What follows belongs to an exercise in optimizing a design on an open flow for small area, a short achievable clock period and few clock cycles; a production flow would make more cautious choices. Function was checked by simulation only, so behaviour that the tests miss may differ from the original. No activity file was given, so power comes from the tool's default toggle rates.

Setup of rev 12:
## slm_window
module slm_window (
    input  wire        clk,
    input  wire        rst,         
    input  wire        cmd_valid,
    output wire        cmd_ready,
    input  wire [1:0]  cmd_op,      
    input  wire [3:0]  cmd_id,      
    input  wire [63:0] cmd_data,    
    output wire        out_valid,
    input  wire        out_ready,
    output wire [63:0] out_data,
    output wire        out_last
);
Size in the first run: about 17000 cells after synthesis, about 140 I/O pins, ~200000 um^2 of cells after synthesis.
Settings: LEC_CHECK=0, CAP_MARGIN=20, CORE_MARGIN=2, CORE_UTILIZATION=25, CTS_CLUSTER_SIZE=24, PLACE_DENSITY_LB_ADDON=0.1, SLEW_MARGIN=20; clock period 12.0 ns.
standard.sh (not shown) runs the stock make flow with config.mk's settings and CLKGATE_MAP_FILE= SYNTH_SCRIPT=/design/flow/synth_recipe.tcl, a recipe that flattens the netlist after the stock synthesis.
==> flow/flow/run.sh <==
#!/bin/bash
set -o pipefail
bash standard.sh SETUP_SLACK_MARGIN=6.9 finish > orfs_make.log 2>&1
Rev 12: done, clean on timing, DRC and antenna
Testbench counts of rev 12, summed over its fixed seeds: cycles 15,060.
Edits applied to the flow inputs when going from rev 12 to rev 13:
--- a/flow/design.v
+++ b/flow/design.v
@@ -106,29 +106,29 @@
             x = {r, b};
             mstep = (x >= 10'd300) ? (x - 10'd300) : x[8:0];
         end
     endfunction
     wire [3:0] mod_c1 = mod_cnt[3:0] + 4'd1;
     wire [8:0] mod_r4 = mstep(mstep(mstep(mstep(mod_r, nib[3]), nib[2]), nib[1]), nib[0]);
     wire       mod_last = mod_busy & mod_cnt[4];
     integer j, c;
-    reg [23:0] grp0, grp1;
-    reg [4:0]  d_start0, d_start1;
+    reg [47:0] grp0, grp1;
+    reg [5:0]  d_start0, d_start1;
     always @(*) begin
-        grp0 = 24'd0;
-        grp1 = 24'd0;
+        grp0 = 48'd0;
+        grp1 = 48'd0;
         for (j = 0; j < 4; j = j + 1)
-            for (c = 0; c < 24; c = c + 1) begin
-                if (vm[j]     && (|sm[j][4*c +: 4]))     grp0[c] = 1'b1;
-                if (vm[j + 4] && (|sm[j + 4][4*c +: 4])) grp1[c] = 1'b1;
+            for (c = 0; c < 48; c = c + 1) begin
+                if (vm[j]     && (|sm[j][2*c +: 2]))     grp0[c] = 1'b1;
+                if (vm[j + 4] && (|sm[j + 4][2*c +: 2])) grp1[c] = 1'b1;
             end
-        d_start0 = 5'd0;
-        d_start1 = 5'd0;
-        for (c = 0; c < 24; c = c + 1) begin
+        d_start0 = 6'd0;
+        d_start1 = 6'd0;
+        for (c = 0; c < 48; c = c + 1) begin
             if (grp0[c]) d_start0 = c;
             if (grp1[c]) d_start1 = c;
         end
     end
     reg [31:0] rm_n [0:3];
     reg [3:0]  q1, q2;
     reg [34:0] dx, d1, d2, d3;
     integer m;
@@ -312,17 +312,17 @@
                     if (d_hw == 6'd0) begin
                         if (d_pass) begin
                             d_run  <= 1'b0;
                             d_done <= 1'b1;
                         end else begin
                             d_pass  <= 1'b1;
                             d_done0 <= 1'b1;
                             d_first <= 1'b1;
-                            d_h     <= {d_start1, 1'b1};
+                            d_h     <= d_start1;
                             for (i = 0; i < 4; i = i + 1)
                                 rm[i] <= 32'd0;
                         end
                     end
                 end
             end
             s2_valid <= |u_iss;
             s2_oh    <= u_iss;
@@ -365,16 +365,16 @@
                     o_data  <= ws;
                     o_last  <= 1'b0;
                     p       <= 5'd1;
                     d_run   <= 1'b1;
                     d_first <= 1'b1;
                     d_pass  <= 1'b0;
                     d_done0 <= 1'b0;
                     d_done  <= 1'b0;
-                    d_h     <= {d_start0, 1'b1};
+                    d_h     <= d_start0;
                     for (i = 0; i < 4; i = i + 1)
                         rm[i] <= 32'd0;
                 end
             end
         end
     end
 endmodule
[summary]
For cell area after synthesis, rev 12 and rev 13 come out practically identical.
Changes observed in rev 13 relative to rev 12: part of the power in combinational logic decreased by 1.0 points relative to the old numbers, number of global-route vias before repair +2894, wire length the detailed router placed on met1 shrank by about 3.7%, total placed instance area about even.
On total global-route track usage, rev 13 and rev 12 are basically level.
Of rev 13 and rev 12, it is rev 13 that has the lower number of logic stages on the critical path including buffering.
| hold slack | rev 13 vs rev 12 | 5.8 ps higher |
Maximum fanout count along the critical path (rev 13 over rev 12): increase, 30
Cmp rev 13 and rev 12 / clock skew / higher: rev 13
In the metrics for rev 13 and rev 12, the one carrying the higher total power is rev 12.
Testbench counts of rev 13, summed over its fixed seeds: cycles 14,809.

[static timing again, ports no longer ideal]
The results above use ideal ports. As a check the final layouts listed here were re-extracted and re-timed, cells and wires unchanged.
Step 1, drivers: a clkbuf_16 drives clk and a buf_2 each remaining input, both assumed.
Step 2 adds t to the input delays and takes it off the output delays; t is the mean of the earliest and latest rising clock arrival at the registers after step 1. Input paths then give back, and output paths get back, about the clock's delay inside the block.
Slacks: ideal / step 1 / step 2; pairs: ideal / step 1.
| run | t (ns) | setup slack, ns | hold WS [ns] | worst register clock-pin slew, ns | worst data-port slew with drivers (ns) |
|---|---|---|---|---|---|
| rev 12 | 1.233 | 6.688 / 6.688 / 5.659 | 0.491 / 0.491 / 0.491 | 0.07 / 0.07 | 0.21 |
| rev 13 | 1.231 | 6.558 / 6.558 / 5.617 | 0.497 / 0.497 / 0.497 | 0.07 / 0.07 | 0.10 |
After both steps setup and hold are still met in every run listed. For rev 12, which loses most, drivers alone change the setup slack by 0.000 ns; drivers and shift together by -1.029 ns.
